This design comes from an exercise in tuning for small area on the open sky130 flow, not from production work.
The RTL was checked by simulation tests, not by an equivalence proof against the original design.
Power is estimated from default activity; no workload was simulated.

--- flow/design.v ---
module wwvb_core (
    input  wire        clk,
    input  wire        rst,           
    input  wire [15:0] cmd,
    input  wire        cmd_valid,
    input  wire [39:0] cal_in,
    output reg  [7:0]  rdata,
    output wire [15:0] period_out,
    output wire [15:0] compare_out,
    output reg         cmd_done
);
    localparam [79:0] T_Z = 80'h003F_FC00_0000_0000_0000;
    localparam [79:0] T_O = 80'h003F_FFFF_FF00_0000_03FF;
    localparam [79:0] T_M = 80'h003F_FFFF_FFFF_FFC0_03FF;
    localparam [31:0] NOMINAL_SCALED = 32'd2133332;
    localparam [31:0] SCALED_MIN     = 32'd2026666;
    localparam [31:0] SCALED_MAX     = 32'd2239998;
    localparam [7:0]  SCORE_THRESHOLD = 8'd69;
    localparam [3:0]  CENTER         = 4'd5;
    localparam [31:0] MIN_DISCIPLINE_TICKS = 32'd1000;
    localparam [31:0] PERSIST_AFTER_TICKS  = 32'd500000;
    localparam [1:0] SYM_0 = 2'd0, SYM_1 = 2'd1, SYM_M = 2'd2, SYM_NONE = 2'd3;
    localparam [3:0] S_IDLE  = 4'd0,
                     S_EXEC  = 4'd1,    
                     S_SCORE = 4'd2,    
                     S_PEAK  = 4'd3,    
                     S_ACQ   = 4'd4,    
                     S_FRAME = 4'd5,    
                     S_DISC  = 4'd6,    
                     S_MUL   = 4'd7,    
                     S_DIV   = 4'd8,    
                     S_ADJ   = 4'd9,    
                     S_TOD   = 4'd10,   
                     S_LOAD  = 4'd11;   
    reg [3:0]  state;
    reg [15:0] cmd_r;
    reg [39:0] cal_r;
    reg [79:0] sr;
    reg [7:0]  score_z, score_o, score_m;
    reg [7:0]  sb_z [0:10];
    reg [7:0]  sb_o [0:10];
    reg [7:0]  sb_m [0:10];
    reg [7:0]  peakv_z, peakv_o, peakv_m;
    reg [3:0]  peaki_z, peaki_o, peaki_m;
    reg [1:0]  stream [0:59];
    reg [7:0]  frame_score;
    reg        mode;            
    reg [7:0]  seek_count;
    reg [7:0]  peek_in;
    reg [7:0]  missed;
    reg [7:0]  last_offset;     
    reg [15:0] acc;             
    reg [31:0] tss;
    reg [31:0] tsp;
    reg [31:0] scaled;
    reg [7:0]  frac_acc;
    reg [15:0] period;
    reg [15:0] compare;
    reg [7:0]  ticks, seconds, minutes, hours;
    reg [15:0] day, year;
    reg        is_leap_year, has_fix, dec_rej, err;
    reg [7:0]  err_cause;
    reg [15:0] err_cmd;
    reg [5:0]  flags;
    reg [7:0]  cal_status;
    reg        pushed;          
    reg [7:0]  dec_min, dec_hour;
    reg [15:0] dec_day, dec_year;
    reg        dec_ly, dec_ok;
    reg [63:0] md_prod;         
    reg [63:0] md_quot;
    reg [34:0] md_rem;
    reg [33:0] md_div;          
    reg [6:0]  md_cnt;
    assign period_out  = period;
    assign compare_out = compare;
    wire [15:0] whole = scaled[21:6];
    wire [5:0]  frac  = scaled[5:0];
    integer i;
    wire [3:0] op = cmd_r[15:12];
    wire op_tick  = (op == 4'h1);
    wire op_rd    = (op == 4'h2);
    wire op_clrf  = (op == 4'h3);
    wire op_reset = (op == 4'hF);
    wire bad_op   = !(op_tick || op_rd || op_clrf || op_reset);
    wire bad_opnd = ((op_tick || op_reset) && (cmd_r[11:1] != 11'd0)) ||
                    (op_rd   && (cmd_r[11:8] != 4'd0)) ||
                    (op_clrf && (cmd_r[11:6] != 6'd0));
    reg [7:0] corr_z, corr_o, corr_m;
    always @* begin
        corr_z = 8'd0; corr_o = 8'd0; corr_m = 8'd0;
        for (i = 0; i < 80; i = i + 1) begin
            corr_z = corr_z + {7'd0, ~(sr[i] ^ T_Z[i])};
            corr_o = corr_o + {7'd0, ~(sr[i] ^ T_O[i])};
            corr_m = corr_m + {7'd0, ~(sr[i] ^ T_M[i])};
        end
    end
    reg [7:0] pk_vz, pk_vo, pk_vm;
    reg [3:0] pk_iz, pk_io, pk_im;
    always @* begin
        pk_vz = sb_z[0]; pk_iz = 4'd0;
        pk_vo = sb_o[0]; pk_io = 4'd0;
        pk_vm = sb_m[0]; pk_im = 4'd0;
        for (i = 1; i < 11; i = i + 1) begin
            if (sb_z[i] > pk_vz) begin pk_vz = sb_z[i]; pk_iz = i[3:0]; end
            if (sb_o[i] > pk_vo) begin pk_vo = sb_o[i]; pk_io = i[3:0]; end
            if (sb_m[i] > pk_vm) begin pk_vm = sb_m[i]; pk_im = i[3:0]; end
        end
    end
    wire qz = peakv_z > SCORE_THRESHOLD;
    wire qo = peakv_o > SCORE_THRESHOLD;
    wire qm = peakv_m > SCORE_THRESHOLD;
    reg       seek_det;
    reg [1:0] seek_sym;
    always @* begin
        seek_det = 1'b0; seek_sym = SYM_NONE;
        if (qz && peaki_z == CENTER)      begin seek_det = 1'b1; seek_sym = SYM_0; end
        else if (qo && peaki_o == CENTER) begin seek_det = 1'b1; seek_sym = SYM_1; end
        else if (qm && peaki_m == CENTER) begin seek_det = 1'b1; seek_sym = SYM_M; end
    end
    reg       sync_det;
    reg [1:0] sync_sym;
    reg [3:0] sync_idx;
    always @* begin
        sync_det = 1'b0; sync_sym = SYM_NONE; sync_idx = 4'd0;
        if (qz && !qo && !qm)      begin sync_det = 1'b1; sync_sym = SYM_0; sync_idx = peaki_z; end
        else if (!qz && qo && !qm) begin sync_det = 1'b1; sync_sym = SYM_1; sync_idx = peaki_o; end
        else if (!qz && !qo && qm) begin sync_det = 1'b1; sync_sym = SYM_M; sync_idx = peaki_m; end
    end
    wire [7:0] sync_off = 8'd5 - {4'd0, sync_idx};    
    reg [7:0] fscore;
    always @* begin
        fscore = 8'd0;
        for (i = 0; i < 60; i = i + 1) begin
            if (i == 0 || i == 9 || i == 19 || i == 29 || i == 39 || i == 49 || i == 59) begin
                if (stream[i] == SYM_M) fscore = fscore + 8'd1;
            end else begin
                if (stream[i] == SYM_0 || stream[i] == SYM_1) fscore = fscore + 8'd1;
            end
        end
    end
    wire [3:0] f_mt = {1'b0, stream[1][0], stream[2][0], stream[3][0]};
    wire [3:0] f_mu = {stream[5][0], stream[6][0], stream[7][0], stream[8][0]};
    wire [3:0] f_ht = {2'b0, stream[12][0], stream[13][0]};
    wire [3:0] f_hu = {stream[15][0], stream[16][0], stream[17][0], stream[18][0]};
    wire [3:0] f_dh = {2'b0, stream[22][0], stream[23][0]};
    wire [3:0] f_dt = {stream[25][0], stream[26][0], stream[27][0], stream[28][0]};
    wire [3:0] f_du = {stream[30][0], stream[31][0], stream[32][0], stream[33][0]};
    wire [3:0] f_yt = {stream[45][0], stream[46][0], stream[47][0], stream[48][0]};
    wire [3:0] f_yu = {stream[50][0], stream[51][0], stream[52][0], stream[53][0]};
    wire       f_ly = stream[55][0];
    wire [7:0]  f_min  = f_mt * 8'd10 + {4'd0, f_mu};
    wire [7:0]  f_hour = f_ht * 8'd10 + {4'd0, f_hu};
    wire [15:0] f_day  = f_dh * 16'd100 + f_dt * 16'd10 + {12'd0, f_du};
    wire [15:0] f_year = 16'd2000 + f_yt * 16'd10 + {12'd0, f_yu};
    wire f_ok = (f_mu <= 4'd9) && (f_hu <= 4'd9) && (f_dt <= 4'd9) && (f_du <= 4'd9) &&
                (f_yt <= 4'd9) && (f_yu <= 4'd9) && (f_min <= 8'd59) && (f_hour <= 8'd23) &&
                (f_day >= 16'd1) && (f_day <= (f_ly ? 16'd366 : 16'd365));
    reg        mc_frame;         
    reg [7:0]  mc_min_i, mc_hour_i;
    reg [15:0] mc_day_i, mc_year_i;
    reg        mc_leap_i;
    reg [7:0]  mc_min, mc_hour;
    reg [15:0] mc_day, mc_year;
    reg        mc_leap;
    always @* begin
        mc_frame  = (state == S_LOAD);
        mc_min_i  = mc_frame ? dec_min  : minutes;
        mc_hour_i = mc_frame ? dec_hour : hours;
        mc_day_i  = mc_frame ? dec_day  : day;
        mc_year_i = mc_frame ? dec_year : year;
        mc_leap_i = mc_frame ? dec_ly   : is_leap_year;
        mc_min  = mc_min_i + 8'd1;
        mc_hour = mc_hour_i;
        mc_day  = mc_day_i;
        mc_year = mc_year_i;
        mc_leap = mc_leap_i;
        if (mc_min == 8'd60) begin
            mc_min  = 8'd0;
            mc_hour = mc_hour_i + 8'd1;
            if (mc_hour == 8'd24) begin
                mc_hour = 8'd0;
                mc_day  = mc_day_i + 16'd1;
                if (mc_day > (mc_leap_i ? 16'd366 : 16'd365)) begin
                    mc_day  = 16'd1;
                    mc_year = mc_year_i + 16'd1;
                    mc_leap = ((mc_year % 16'd4) == 16'd0 && (mc_year % 16'd100) != 16'd0) ||
                              ((mc_year % 16'd400) == 16'd0);
                end
            end
        end
    end
    wire [15:0] acc_abs = acc[15] ? (16'd0 - acc) : acc;
    wire disc_fire = (acc_abs > 16'd15) && (tss > MIN_DISCIPLINE_TICKS);
    wire [33:0] apparent = {2'b00, tss} - {{18{acc[15]}}, acc};
    wire [64:0] lp_sum = {1'b0, md_quot} + {33'd0, scaled};
    wire [63:0] lp_avg = lp_sum[64:1];
    wire [31:0] lp_new = (lp_avg < {32'd0, SCALED_MIN}) ? SCALED_MIN :
                         (lp_avg > {32'd0, SCALED_MAX}) ? SCALED_MAX : lp_avg[31:0];
    wire [7:0]  cal_ver = cal_r[7:0];
    wire [31:0] cal_sc  = cal_r[39:8];
    wire [33:0] cal_cand = (cal_ver == 8'd1) ? {cal_sc, 2'b00} : {2'b00, cal_sc};
    wire cal_ok = cmd_r[0] && (cal_ver == 8'd1 || cal_ver == 8'd2) &&
                  (cal_cand >= {2'b00, SCALED_MIN}) && (cal_cand <= {2'b00, SCALED_MAX});
    wire [31:0] cal_scaled = cal_ok ? cal_cand[31:0] : NOMINAL_SCALED;
    wire [15:0] cal_whole  = cal_scaled[21:6];
    wire [5:0] cad_acc  = frac_acc[5:0] + frac;
    wire       cad_long = (cad_acc < frac);
    wire blank = !has_fix && (ticks > 8'd45);
    wire [7:0] rd_slot_full = cmd_r[7:0] - 8'hA0;
    wire [5:0] rd_slot = rd_slot_full[5:0];
    reg [7:0] rd_val;
    always @* begin
        rd_val = 8'h00;
        case (cmd_r[7:0])
            8'h00: rd_val = {err, dec_rej, blank, 1'b0, 1'b0, is_leap_year, has_fix, mode};
            8'h01: rd_val = {2'b00, flags};
            8'h02: rd_val = ticks;
            8'h03: rd_val = seconds;
            8'h04: rd_val = minutes;
            8'h05: rd_val = hours;
            8'h06: rd_val = day[7:0];
            8'h07: rd_val = day[15:8];
            8'h08: rd_val = year[7:0];
            8'h09: rd_val = year[15:8];
            8'h0A: rd_val = frame_score;
            8'h0B: rd_val = cal_status;
            8'h0C: rd_val = err_cause;
            8'h0D: rd_val = err_cmd[7:0];
            8'h0E: rd_val = err_cmd[15:8];
            8'h10: rd_val = score_z;
            8'h11: rd_val = score_o;
            8'h12: rd_val = score_m;
            8'h13: rd_val = peakv_z;
            8'h14: rd_val = {4'd0, peaki_z};
            8'h15: rd_val = peakv_o;
            8'h16: rd_val = {4'd0, peaki_o};
            8'h17: rd_val = peakv_m;
            8'h18: rd_val = {4'd0, peaki_m};
            8'h20: rd_val = seek_count;
            8'h21: rd_val = peek_in;
            8'h22: rd_val = missed;
            8'h23: rd_val = last_offset;
            8'h24: rd_val = acc[7:0];
            8'h25: rd_val = acc[15:8];
            8'h26: rd_val = tss[7:0];
            8'h27: rd_val = tss[15:8];
            8'h28: rd_val = tss[23:16];
            8'h29: rd_val = tss[31:24];
            8'h2A: rd_val = tsp[7:0];
            8'h2B: rd_val = tsp[15:8];
            8'h2C: rd_val = tsp[23:16];
            8'h2D: rd_val = tsp[31:24];
            8'h30: rd_val = scaled[7:0];
            8'h31: rd_val = scaled[15:8];
            8'h32: rd_val = scaled[23:16];
            8'h33: rd_val = scaled[31:24];
            8'h34: rd_val = whole[7:0];
            8'h35: rd_val = whole[15:8];
            8'h36: rd_val = {2'b00, frac};
            8'h37: rd_val = frac_acc;
            8'h38: rd_val = period[7:0];
            8'h39: rd_val = period[15:8];
            8'h3A: rd_val = compare[7:0];
            8'h3B: rd_val = compare[15:8];
            8'h80: rd_val = 8'd2;
            8'h81: rd_val = scaled[7:0];
            8'h82: rd_val = scaled[15:8];
            8'h83: rd_val = scaled[23:16];
            8'h84: rd_val = scaled[31:24];
            default: begin
                if (cmd_r[7:0] >= 8'h40 && cmd_r[7:0] <= 8'h49)
                    rd_val = sr[(cmd_r[7:0] - 8'h40) * 8 +: 8];
                else if (cmd_r[7:0] >= 8'h50 && cmd_r[7:0] <= 8'h5A)
                    rd_val = sb_z[cmd_r[3:0]];
                else if (cmd_r[7:0] >= 8'h60 && cmd_r[7:0] <= 8'h6A)
                    rd_val = sb_o[cmd_r[3:0]];
                else if (cmd_r[7:0] >= 8'h70 && cmd_r[7:0] <= 8'h7A)
                    rd_val = sb_m[cmd_r[3:0]];
                else if (cmd_r[7:0] >= 8'hA0 && cmd_r[7:0] <= 8'hDB)
                    rd_val = {6'd0, stream[rd_slot]};
                else if (cmd_r[7:0] >= 8'hE0 && cmd_r[7:0] <= 8'hE9)
                    rd_val = T_Z[(cmd_r[7:0] - 8'hE0) * 8 +: 8];
                else if (cmd_r[7:0] >= 8'hEA && cmd_r[7:0] <= 8'hF3)
                    rd_val = T_O[(cmd_r[7:0] - 8'hEA) * 8 +: 8];
                else if (cmd_r[7:0] >= 8'hF4 && cmd_r[7:0] <= 8'hFD)
                    rd_val = T_M[(cmd_r[7:0] - 8'hF4) * 8 +: 8];
            end
        endcase
    end
    task reset_state;
        begin
            sr <= 80'd0;
            score_z <= 8'd0; score_o <= 8'd0; score_m <= 8'd0;
            for (i = 0; i < 11; i = i + 1) begin
                sb_z[i] <= 8'd0; sb_o[i] <= 8'd0; sb_m[i] <= 8'd0;
            end
            peakv_z <= 8'd0; peakv_o <= 8'd0; peakv_m <= 8'd0;
            peaki_z <= 4'd0; peaki_o <= 4'd0; peaki_m <= 4'd0;
            for (i = 0; i < 60; i = i + 1) stream[i] <= SYM_NONE;
            frame_score <= 8'd0;
            mode <= 1'b0;
            seek_count <= 8'd0; peek_in <= 8'd0; missed <= 8'd0; last_offset <= 8'd0;
            acc <= 16'd0; tss <= 32'd0; tsp <= 32'd0;
            frac_acc <= 8'd0;
            ticks <= 8'd0; seconds <= 8'd0; minutes <= 8'd0; hours <= 8'd0;
            day <= 16'd1; year <= 16'd2000;
            is_leap_year <= 1'b0; has_fix <= 1'b0; dec_rej <= 1'b0;
            err <= 1'b0; err_cause <= 8'd0; err_cmd <= 16'd0;
            flags <= 6'd0;
            rdata <= 8'd0;
        end
    endtask
    always @(posedge clk) begin
        if (rst) begin
            reset_state;
            scaled     <= NOMINAL_SCALED;
            cal_status <= 8'd0;
            period     <= NOMINAL_SCALED[21:6];
            compare    <= NOMINAL_SCALED[21:6] - 16'd1;
            state      <= S_IDLE;
            cmd_done   <= 1'b0;
            cmd_r      <= 16'd0;
            cal_r      <= 40'd0;
            pushed     <= 1'b0;
            dec_min <= 8'd0; dec_hour <= 8'd0; dec_day <= 16'd0; dec_year <= 16'd0;
            dec_ly <= 1'b0; dec_ok <= 1'b0;
            md_prod <= 64'd0; md_quot <= 64'd0; md_rem <= 35'd0; md_div <= 34'd0; md_cnt <= 7'd0;
        end else begin
            cmd_done <= 1'b0;
            case (state)
                S_IDLE: begin
                    if (cmd_valid) begin
                        cmd_r <= cmd;
                        cal_r <= cal_in;
                        state <= S_EXEC;
                    end
                end
                S_EXEC: begin
                    if (bad_op || bad_opnd) begin
                        if (!err) begin
                            err       <= 1'b1;
                            err_cause <= bad_op ? 8'd1 : 8'd2;
                            err_cmd   <= cmd_r;
                        end
                        cmd_done <= 1'b1;
                        state    <= S_IDLE;
                    end else if (op_rd) begin
                        rdata    <= rd_val;
                        cmd_done <= 1'b1;
                        state    <= S_IDLE;
                    end else if (op_clrf) begin
                        flags    <= flags & ~cmd_r[5:0];
                        cmd_done <= 1'b1;
                        state    <= S_IDLE;
                    end else if (op_reset) begin
                        reset_state;
                        scaled     <= cal_scaled;
                        cal_status <= cal_ok ? cal_ver : 8'd0;
                        period     <= cal_whole;
                        compare    <= cal_whole - 16'd1;
                        cmd_done   <= 1'b1;
                        state      <= S_IDLE;
                    end else begin
                        sr     <= {sr[78:0], cmd_r[0]};
                        pushed <= 1'b0;
                        state  <= S_SCORE;
                    end
                end
                S_SCORE: begin
                    score_z <= corr_z; score_o <= corr_o; score_m <= corr_m;
                    sb_z[0] <= corr_z; sb_o[0] <= corr_o; sb_m[0] <= corr_m;
                    for (i = 1; i < 11; i = i + 1) begin
                        sb_z[i] <= sb_z[i-1]; sb_o[i] <= sb_o[i-1]; sb_m[i] <= sb_m[i-1];
                    end
                    tss <= tss + 32'd1;
                    tsp <= tsp + 32'd1;
                    state <= S_PEAK;
                end
                S_PEAK: begin
                    peakv_z <= pk_vz; peaki_z <= pk_iz;
                    peakv_o <= pk_vo; peaki_o <= pk_io;
                    peakv_m <= pk_vm; peaki_m <= pk_im;
                    state <= S_ACQ;
                end
                S_ACQ: begin
                    if (!mode) begin
                        if (seek_det) begin
                            for (i = 0; i < 59; i = i + 1) stream[i] <= stream[i+1];
                            stream[59] <= seek_sym;
                            pushed <= 1'b1;
                            seek_count <= seek_count + 8'd1;
                            if (seek_count + 8'd1 >= 8'd10) begin
                                mode        <= 1'b1;
                                peek_in     <= 8'd60;
                                missed      <= 8'd0;
                                last_offset <= 8'd0;
                                acc         <= 16'd0;
                                tss         <= 32'd0;
                                tsp         <= 32'd0;
                            end
                        end
                        state <= S_FRAME;
                    end else begin
                        if (peek_in == 8'd1) begin
                            for (i = 0; i < 59; i = i + 1) stream[i] <= stream[i+1];
                            pushed <= 1'b1;
                            if (sync_det) begin
                                stream[59]  <= sync_sym;
                                missed      <= 8'd0;
                                last_offset <= sync_off;
                                acc         <= acc + {{8{sync_off[7]}}, sync_off};
                                peek_in     <= 8'd60 + sync_off;
                            end else begin
                                stream[59] <= SYM_NONE;
                                missed     <= missed + 8'd1;
                                peek_in    <= 8'd60;
                                if (missed + 8'd1 >= 8'd6) begin
                                    mode       <= 1'b0;
                                    seek_count <= 8'd0;
                                end
                            end
                        end else begin
                            peek_in <= peek_in - 8'd1;
                        end
                        state <= S_FRAME;
                    end
                end
                S_FRAME: begin
                    state <= mode ? S_DISC : S_TOD;
                    if (pushed) begin
                        frame_score <= fscore;
                        if (fscore == 8'd60) begin
                            flags[0] <= 1'b1;
                            dec_min  <= f_min;
                            dec_hour <= f_hour;
                            dec_day  <= f_day;
                            dec_year <= f_year;
                            dec_ly   <= f_ly;
                            dec_ok   <= f_ok;
                            state    <= S_LOAD;
                        end
                    end
                end
                S_LOAD: begin
                    if (dec_ok) begin
                        dec_rej      <= 1'b0;
                        minutes      <= mc_min;
                        hours        <= mc_hour;
                        day          <= mc_day;
                        year         <= mc_year;
                        is_leap_year <= mc_leap;
                        seconds      <= 8'd0;
                        ticks        <= 8'd14;
                        has_fix      <= 1'b1;
                    end else begin
                        dec_rej <= 1'b1;
                    end
                    state <= mode ? S_DISC : S_TOD;
                end
                S_DISC: begin
                    if (tsp >= PERSIST_AFTER_TICKS) begin
                        flags[3] <= 1'b1;
                        tsp      <= 32'd0;
                    end
                    if (disc_fire) begin
                        md_prod <= 64'd0;
                        md_quot <= {32'd0, tss};      
                        md_div  <= apparent;
                        md_cnt  <= 7'd0;
                        state   <= S_MUL;
                    end else begin
                        state <= S_TOD;
                    end
                end
                S_MUL: begin
                    if (md_quot[0])
                        md_prod <= md_prod + ({32'd0, scaled} << md_cnt[4:0]);
                    md_quot <= md_quot >> 1;
                    if (md_cnt == 7'd31) begin
                        md_cnt <= 7'd0;
                        md_rem <= 35'd0;
                        state  <= S_DIV;
                    end else begin
                        md_cnt <= md_cnt + 7'd1;
                    end
                end
                S_DIV: begin
                    begin : div_step
                        reg [34:0] trial;
                        trial = {md_rem[33:0], md_prod[63]};
                        if (trial >= {1'b0, md_div}) begin
                            md_rem  <= trial - {1'b0, md_div};
                            md_quot <= {md_quot[62:0], 1'b1};
                        end else begin
                            md_rem  <= trial;
                            md_quot <= {md_quot[62:0], 1'b0};
                        end
                    end
                    md_prod <= {md_prod[62:0], 1'b0};
                    if (md_cnt == 7'd63) state <= S_ADJ;
                    md_cnt <= md_cnt + 7'd1;
                end
                S_ADJ: begin
                    if (lp_new != scaled) flags[5] <= 1'b1;
                    scaled <= lp_new;
                    acc    <= 16'd0;
                    tss    <= 32'd0;
                    state  <= S_TOD;
                end
                S_TOD: begin
                    if (ticks == 8'd59) begin
                        ticks    <= 8'd0;
                        flags[1] <= 1'b1;
                        if (seconds == 8'd59) begin
                            seconds  <= 8'd0;
                            flags[2] <= 1'b1;
                            minutes      <= mc_min;
                            hours        <= mc_hour;
                            day          <= mc_day;
                            year         <= mc_year;
                            is_leap_year <= mc_leap;
                        end else begin
                            seconds <= seconds + 8'd1;
                        end
                    end else begin
                        ticks <= ticks + 8'd1;
                    end
                    flags[4] <= 1'b1;
                    frac_acc <= {2'b00, cad_acc};
                    period   <= whole + {15'd0, cad_long};
                    compare  <= whole + {15'd0, cad_long} - 16'd1;
                    cmd_done <= 1'b1;
                    state    <= S_IDLE;
                end
                default: state <= S_IDLE;
            endcase
        end
    end
endmodule
--- flow/run.sh ---
#!/bin/bash
# synth_recipe.tcl (not shown) runs the flow's synth.tcl, then flattens the netlist and writes it again
# the make line also repeats each setting of config.mk as NAME=value (left out here)
make -C /OpenROAD-flow-scripts/flow DESIGN_CONFIG=/design/flow/config.mk WORK_HOME=/design/flow/orfs CLKGATE_MAP_FILE= SYNTH_SCRIPT=/design/flow/synth_recipe.tcl finish
--- flow/config.mk ---
export PLATFORM = sky130hd
export DESIGN_NAME = wwvb_core
export DESIGN_NICKNAME = wwvb_core
export VERILOG_FILES = /design/flow/design.v
export SDC_FILE = /design/flow/constraint.sdc
export NUM_CORES = 4
export LEC_CHECK = 0
export CAP_MARGIN = 20
export CORE_MARGIN = 2
export CORE_UTILIZATION = 40
export SLEW_MARGIN = 20
--- flow/constraint.sdc ---
create_clock -name core_clock -period 40.0 [get_ports {clk}]
set_input_delay 8.0000 -clock core_clock [delete_from_list [all_inputs] [get_ports {clk}]]
set_output_delay 8.0000 -clock core_clock [all_outputs]
set_load 0.01 [all_outputs]
==> flow_metrics.env <==
export IMPL_setup_viol=0
export IMPL_ctsHtreeMaxLevel=4
export IMPL_synth_area_top_cells="dfxtp_1 25%, ha_1 8.7%, a21oi_1 5.9%"
export IMPL_pwr_share_seq_pct=23.0
export IMPL_wl_per_cell_um=23.64
export IMPL_max_slew_worst_pin_slew_ns=1.215
export IMPL_portBuffers=99
export IMPL_fin_crit_sh_pct=92.72
export IMPL_cpMostUsedCell="ha_1"
export IMPL_grt_pass1_wl_um=502400
export IMPL_comb_power_share_pct=49.6
export IMPL_netlist_area_um2=87910
export IMPL_clock_latency_ns=0.84
export IMPL_antenna_found_initial=16
export IMPL_area_growth_pct=9.391
export IMPL_fmax_mhz=26.96
export IMPL_sw_frac_of_total_pct=41.45
export IMPL_cts_hold_buf=0
export IMPL_slew_violations=0
export IMPL_grt_overflow=0
export IMPL_cts_tree="done"
export IMPL_critPathKind="reg2reg"
export IMPL_hold_path_class="reg2reg"
export IMPL_start_util_pct=40.13
export IMPL_wl_um=334100
export IMPL_core_um2=219100
export IMPL_power_density_nw_per_um2=50.01
export IMPL_synth_cells=11450
export IMPL_max_vdd_ir_drop_mv=0.1504
export IMPL_numClockSinks=1087
export IMPL_rr_worst_depth=196
export IMPL_cp_end_kind="flip-flop"
export IMPL_synth_cell_types=125
export IMPL_critical_path_arrival_ns=37.77
export IMPL_drt_initial_drc_count=9116
export IMPL_dr_max_layer_used="met5"
export IMPL_vias_per_cell=6.089
export IMPL_wl_met1_um=145800
export IMPL_die_area_um2=223500
export IMPL_route_detailed_drc=0
export IMPL_synthMostInstantiatedCell="nand2_1"
export IMPL_synth_top_cell_area_share_pct=24.75
export IMPL_dp_hpwl_um=246400
export IMPL_synth_flop_cell="dfxtp_1"
export IMPL_met2WireLength_um=143500
export IMPL_grt_total_usage_pct=28.79
export IMPL_period_needed_ns=37.09
export IMPL_route_met3_wl_um=26020
export IMPL_final_nets=12010
export IMPL_critPathLaunchType="flip-flop"
export IMPL_io_pins=100
export IMPL_pwr_share_clk_pct=27.4
export IMPL_outcome="timing/DRC/antenna clean"
export IMPL_vias=86070
export IMPL_die_w_um=472.8
export IMPL_path_clk_slew_ns=0.06
export IMPL_clockBufferDepth=3
export IMPL_hold_slack_ns=0.4521
export IMPL_relSlewSlack_pct=18.27
export IMPL_die_y_um=472.8
export IMPL_synth_nets=12310
export IMPL_path_max_fanout=25
export IMPL_grt_start_max_net_pins=199
export IMPL_fin_skew_ns=0.03413
export IMPL_place_gp_congestion=1.021
export IMPL_synth_edf_count=0
export IMPL_required_ns=40.69
export IMPL_drt_first_pass_iters=10
export IMPL_cap_viol_max_count=0
export IMPL_row_count=172
export IMPL_cts_root_buf="clkbuf_16"
export IMPL_synth_async_reset_ratio_pct=0
export IMPL_cts_made_buffers=140
export IMPL_hold_viol=0
export IMPL_avgSynthCellArea_um2=7.679
export IMPL_drtAntennaViolNets=0
export IMPL_ys_ff_latch=1087
export IMPL_netlist_top_cells_count="1348 x nand2_1, 1087 x dfxtp_1, 1042 x a21oi_1, 991 x nor2_1, 702 x inv_1"
export IMPL_drive_above_1_share_pct=6.678
export IMPL_p_int_mw=2.816
export IMPL_leakagePower_nw=36.24
export IMPL_worstHoldPathCells=2
export IMPL_power_switching_mw=1.994
export IMPL_cp_slowest_cell="ha_1"
export IMPL_ys_warn_count=5
export IMPL_slowest_delay_ns=0.38
export IMPL_grt_pass1_vias=80840
export IMPL_yosysTopAreaCell="dfxtp_1"
export IMPL_synth_yosys_seq_area_share_pct=24.75
export IMPL_final_util_pct=43.89
-- placed cells by master, fill, tap and decap left out, types with 92 or more instances in the layout --
| cell | synthesis | layout |
|---|---|---|
| a221oi_1 | 166 | 166 |
| clkdlybuf4s50_1 | 0 | 98 |
| nand2_1 | 1348 | 1342 |
| nand2b_1 | 151 | 151 |
| buf_4 | 4 | 152 |
| mux2_2 | 92 | 92 |
| xnor2_1 | 330 | 328 |
| ha_1 | 610 | 610 |
| inv_1 | 702 | 702 |
| a21oi_1 | 1042 | 1037 |
| o22ai_1 | 186 | 185 |
| nor2_1 | 991 | 986 |
| o21ai_0 | 555 | 540 |
| mux2i_1 | 236 | 233 |
| clkbuf_16 | 0 | 142 |
| nor3_1 | 218 | 212 |
| nor2b_1 | 148 | 146 |
| a31oi_1 | 112 | 109 |
| a211oi_1 | 123 | 120 |
| a22oi_1 | 196 | 196 |
| fa_1 | 193 | 193 |
| dfxtp_1 | 1087 | 1084 |
| nand3_1 | 624 | 622 |
| nand4_1 | 102 | 102 |
| xor2_1 | 206 | 205 |
| and3_1 | 174 | 166 |
-- what timing repair did --
action	CTS	global route
setup buffers	0	4
gates resized for setup	0	41
setup endpoints to repair	0	49
-- power groups by stage --
| stage | clock [mW] | sequential (mW) | combinational, mW |
|---|---|---|---|
| 2_1_floorplan | 0 | 1.12 | 1.77 |
| 3_3_place_gp | 0 | 1.13 | 2.22 |
| 3_5_place_dp | 0 | 1.13 | 2.29 |
| 4_1_cts | 1.34 | 1.10 | 2.30 |
| 5_1_grt | 1.38 | 1.11 | 2.65 |
| 6_report | 1.32 | 1.11 | 2.38 |
-- cells by family (layout without fill, tap and decap cells) --
family | after synthesis | count (layout) | synth area share, %
simple gates | 4121 | 4121 | 21.88
compound gates | 3053 | 3053 | 22.11
buf+inv | 1403 | 1216 | 6.085
flops | 1087 | 1087 | 24.75
fa+ha+maj | 810 | 810 | 13.16
xor+xnor | 602 | 602 | 7.021
mux | 372 | 372 | 4.993
other cells | 0 | 4 | 0
-- layout make-up --
class	instances	area, µm²
Inverter	708	2665
Sequential cell	1087	21770
Antenna cell	4	10.01
Fill cell	21870	122900
Clock inverter	60	723.2
Tap cell	2871	3592
Clock buffer	191	3976
Timing Repair Buffer	257	2262
Multi-Input combinational cell	8958	61170
-- worst paths after layout --
kind	startpoint	end	slack [ns]
hold reg to reg	cal_r[31]$_SDFFE_PP0P_	cal_r[31]$_SDFFE_PP0P_	0.45
setup reg to reg	stream[0][0]$_SDFFE_PP1P_	dec_hour[3]$_SDFFE_PP0P_	2.91
setup / recovery	stream[0][0]$_SDFFE_PP1P_	dec_hour[3]$_SDFFE_PP0P_	2.91
hold / removal	cal_r[31]$_SDFFE_PP0P_	cal_r[31]$_SDFFE_PP0P_	0.45
-- metrics by stage --
step	power [mW]	setup TNS [ns]	worst slack, ns	cells	cell area (µm²)
final	4.809	0	2.911	14140	96160
after floorplan	2.887	0	5.807	11450	87910
after detailed placement	3.414	0	1.305	13870	91160
after CTS	4.746	0	1.166	14130	95860
after global routing	5.136	-0.03778	-0.01613	14130	96160
after global placement	3.350	0	1.981	13870	91150
-- per-layer routing --
metal	vias to the layer above	GRT usage [%]
li1	40240	-
met1	41670	38.96
met2	3404	43.92
met3	733	5.080
met4	20	14.42
met5	-	0
-- sequential cells by signal (all words and copies together) (netlist names), 32 cells and up --
register,count
cal_r,40
md_div,34
md_prod,64
md_quot,64
md_rem,34
sb_m,88
sb_o,88
sb_z,77
scaled,32
sr,80
stream,120
tsp,32
tss,32
-- worst max-delay path: cells and delay by family, from the launching register on --
kind            cells  cell delay, ns
compound gates     39            6.83
fa+ha+maj          58           16.70
buf+inv            21            1.65
flops               1            0.35
mux                14            3.42
simple gates       64            7.96

-- afterwards: timing with drivers on the ports --
How much do the figures lean on ideal ports? The routed layout below was timed once more, with nothing changed but the port constraints.
Step 1 (the two cells are an assumption about what drives the block):
set clk [get_ports {clk}]
set_driving_cell -lib_cell sky130_fd_sc_hd__clkbuf_16 $clk
set_driving_cell -lib_cell sky130_fd_sc_hd__buf_2 [delete_from_list [all_inputs] $clk]
Step 2 also shifts input and output timing later by t, the mid clock arrival at the registers, as if the neighbouring blocks saw the same clock.
Slacks: ideal / step 1 / step 2; pairs: ideal / step 1.
t, ns: 0.913
slack for setup (ns): 2.911 / 2.911 / 2.911
hold WS [ns]: 0.452 / 0.452 / 0.452
worst setup path after step 2: register to register
worst slew at a driven data input, ns: 0.28
After both steps setup and hold are still met in this run. The setup slack of this run moves by 0.000 ns with the drivers and by 0.000 ns with both steps.
